What follows belongs to an exercise in optimizing a design on an open flow for small area, a short achievable clock period and few clock cycles; a production flow would make more cautious choices.
Function was checked by simulation only, so behaviour that the tests miss may differ from the original.

== the previous run ==
## hmac_sha256
module hmac_sha256 (
    input  wire         clk,
    input  wire         rst,           
    input  wire         start,         
    input  wire         mode,          
    input  wire [511:0] key,           
    input  wire         in_valid,
    output wire         in_ready,
    input  wire [31:0]  in_data,       
    input  wire         in_last,
    input  wire [2:0]   in_nbytes,     
    output wire [255:0] mac,
    output wire         mac_valid
);
For scale: roughly 7,300 cells after synthesis, ~810 I/O pins, roughly 0.078 mm² of cells after synthesis.
Settings: LEC_CHECK=0, CAP_MARGIN=20, CORE_MARGIN=2, CORE_UTILIZATION=45, CTS_BUF_LIST=sky130_fd_sc_hd__clkbuf_8, SLEW_MARGIN=20, TNS_END_PERCENT=10; clock period 10.0 ns.
standard.sh (not shown) runs the stock make flow with config.mk's settings and CLKGATE_MAP_FILE= SYNTH_SCRIPT=/design/flow/synth_recipe.tcl, a recipe that flattens the netlist after the stock synthesis.
==> flow/flow/run.sh <==
#!/bin/bash
set -euo pipefail
export SETUP_SLACK_MARGIN=5.5
export BUFFER_PORTS_ARGS="-buffer_cell sky130_fd_sc_hd__buf_1"
bash standard.sh > standard.log 2>&1
Testbench counts of the previous run, summed over its fixed seeds: cycles 73,769.
Edits applied to the flow inputs when going from the previous run to the current run:
- a change of CORE_UTILIZATION from 45 to 40
- a deleted CTS_BUF_LIST that had been sky130_fd_sc_hd__clkbuf_8
==> run summary <==
- No stage failed in the current run, and the final checks on the layout all came back clean.
- Sort the current run and the previous run by utilization asc -> top: the current run
- The global-route wire length before repair on the current run is in line with that on the previous run.
- The current run ends up with lower critical path depth than the previous run does.
- Compared with the previous run, the current run shows final critical-path required period lower by 71 ps.

========
hmac_sha256 again, from the RTL that the note above started with.
==> flow/config.mk <==
export PLATFORM = sky130hd
export DESIGN_NAME = hmac_sha256
export DESIGN_NICKNAME = hmac_sha256
export VERILOG_FILES = /design/flow/design.v
export SDC_FILE = /design/flow/constraint.sdc
export NUM_CORES = 4
export LEC_CHECK = 0
export CAP_MARGIN = 20
export CORE_MARGIN = 2
export CORE_UTILIZATION = 40
export SLEW_MARGIN = 20
export TNS_END_PERCENT = 10
==> flow/constraint.sdc <==
create_clock -name core_clock -period 10.0 [get_ports {clk}]
set_input_delay 2.0000 -clock core_clock [delete_from_list [all_inputs] [get_ports {clk}]]
set_output_delay 2.0000 -clock core_clock [all_outputs]
set_load 0.01 [all_outputs]
==> flow/flow/run.sh <==
#!/bin/bash
set -euo pipefail
export SETUP_SLACK_MARGIN=5.8
export BUFFER_PORTS_ARGS="-buffer_cell sky130_fd_sc_hd__buf_1"
bash standard.sh > standard.log 2>&1
Testbench counts at the start, summed over its fixed seeds: cycles 73,769.
Change:
--- a/flow/flow/run.sh
+++ b/flow/flow/run.sh
@@ -3 +3 @@
-export SETUP_SLACK_MARGIN=5.8
+export SETUP_SLACK_MARGIN=5.5
--- a/flow/config.mk
+++ b/flow/config.mk
@@ -10,0 +11 @@
+export PLACE_DENSITY = 0.65
Effect: The new run finished with timing, DRC and antenna clean. Setup slack got worse by 77 ps. Core utilization drops by 1.1 points. Routed wire length drops by 1.6%. Cell area drops by 2.2%. First-iteration DRC count drops by 6.6%. Via count drops by 0.39%. Hold slack improved by 6.4 ps.
Change:
--- a/flow/flow/run.sh
+++ b/flow/flow/run.sh
@@ -3 +3 @@
-export SETUP_SLACK_MARGIN=5.5
+export SETUP_SLACK_MARGIN=5.8
--- a/flow/config.mk
+++ b/flow/config.mk
@@ -8 +8 @@
-export CAP_MARGIN = 20
+export CAP_MARGIN = 30
@@ -11 +10,0 @@
-export PLACE_DENSITY = 0.65
Core utilization went up by 1.1 points.
Final cell count came out higher by 0.95%.
Register-to-register slack gets better by 80 ps.
Non-clock buffer count is higher by 110.
Setup slack gains 84 ps.
First-iteration DRC count is higher by 1.3%.
Design area came out higher by 2.4%.

========
Another version of the RTL of hmac_sha256 (not shown whole).
For scale: about 6800 cells after synthesis, ~1700 flip-flops, ~810 I/O pins, about 79000 um2 of cells after synthesis.
clock: 10.0 ns
lec_check: 0
cap_margin: 20
core_margin: 2
core_utilization: 40
cts_cluster_diameter: 60
cts_cluster_size: 20
slew_margin: 20
tns_end_percent: 10
==> flow/flow/run.sh <==
#!/bin/bash
set -euo pipefail
export SETUP_SLACK_MARGIN=5.5
export BUFFER_PORTS_ARGS="-buffer_cell sky130_fd_sc_hd__buf_1"
bash standard.sh > standard.log 2>&1
The starting point went through all stages and came out clean.
Testbench counts at the start, summed over its fixed seeds: cycles 73,769.
Next try:
==> flow/flow/run.sh (replaced) <==
#!/bin/bash
set -euo pipefail
export SETUP_SLACK_MARGIN=5.65
export BUFFER_PORTS_ARGS="-buffer_cell sky130_fd_sc_hd__buf_1"
bash standard.sh > standard.log 2>&1
--- a/flow/config.mk
+++ b/flow/config.mk
@@ -9,6 +9,4 @@
 export CORE_MARGIN = 2
 export CORE_UTILIZATION = 40
-export CTS_CLUSTER_DIAMETER = 60
-export CTS_CLUSTER_SIZE = 20
 export SLEW_MARGIN = 20
 export TNS_END_PERCENT = 10
Effect: The changed run completed without violations; non-clock buffer count is higher by 48; fmax rose by a few percent; register-to-register slack gets better by 0.16 ns; die area does not change; setup slack improved by 0.16 ns; final cell count rises slightly; via count goes up slightly; sequential cell count stays the same.

## static timing again, ports no longer ideal
Ports are ideal in the flow. The routed layouts listed here were re-timed in OpenROAD.
Step 1 (the two cells are an assumption about what drives the block):
set clk [get_ports {clk}]
set_driving_cell -lib_cell sky130_fd_sc_hd__clkbuf_16 $clk
set_driving_cell -lib_cell sky130_fd_sc_hd__buf_2 [delete_from_list [all_inputs] $clk]
Step 2 also shifts input and output timing later by t, the mid clock arrival at the registers, as if the neighbouring blocks saw the same clock.
a / b / c = no drivers / after step 1 / after step 2; a / b = the first two.
| run | shift t [ns] | slack for setup (ns) | cell pins on the clock port's net |
|---|---|---|---|
| the previous run | 1.126 | 5.328 / 5.328 / 4.339 | 1 |
| the current run | 0.953 | 5.399 / 5.479 / 4.526 | 1 |
| the first run of note 2 | 0.951 | 5.485 / 5.485 / 4.762 | 1 |
| the second run of note 2 | 0.934 | 5.409 / 5.409 / 4.632 | 1 |
| the third run of note 2 | 0.938 | 5.493 / 5.493 / 4.715 | 1 |
| the first run of note 3 | 0.935 | 5.275 / 5.275 / 4.722 | 1 |
| the second run of note 3 | 0.939 | 5.434 / 5.434 / 4.817 | 1 |
After both steps setup and hold are still met in every run listed. For the previous run, which loses most, drivers alone change the setup slack by 0.000 ns; drivers and shift together by -0.989 ns.
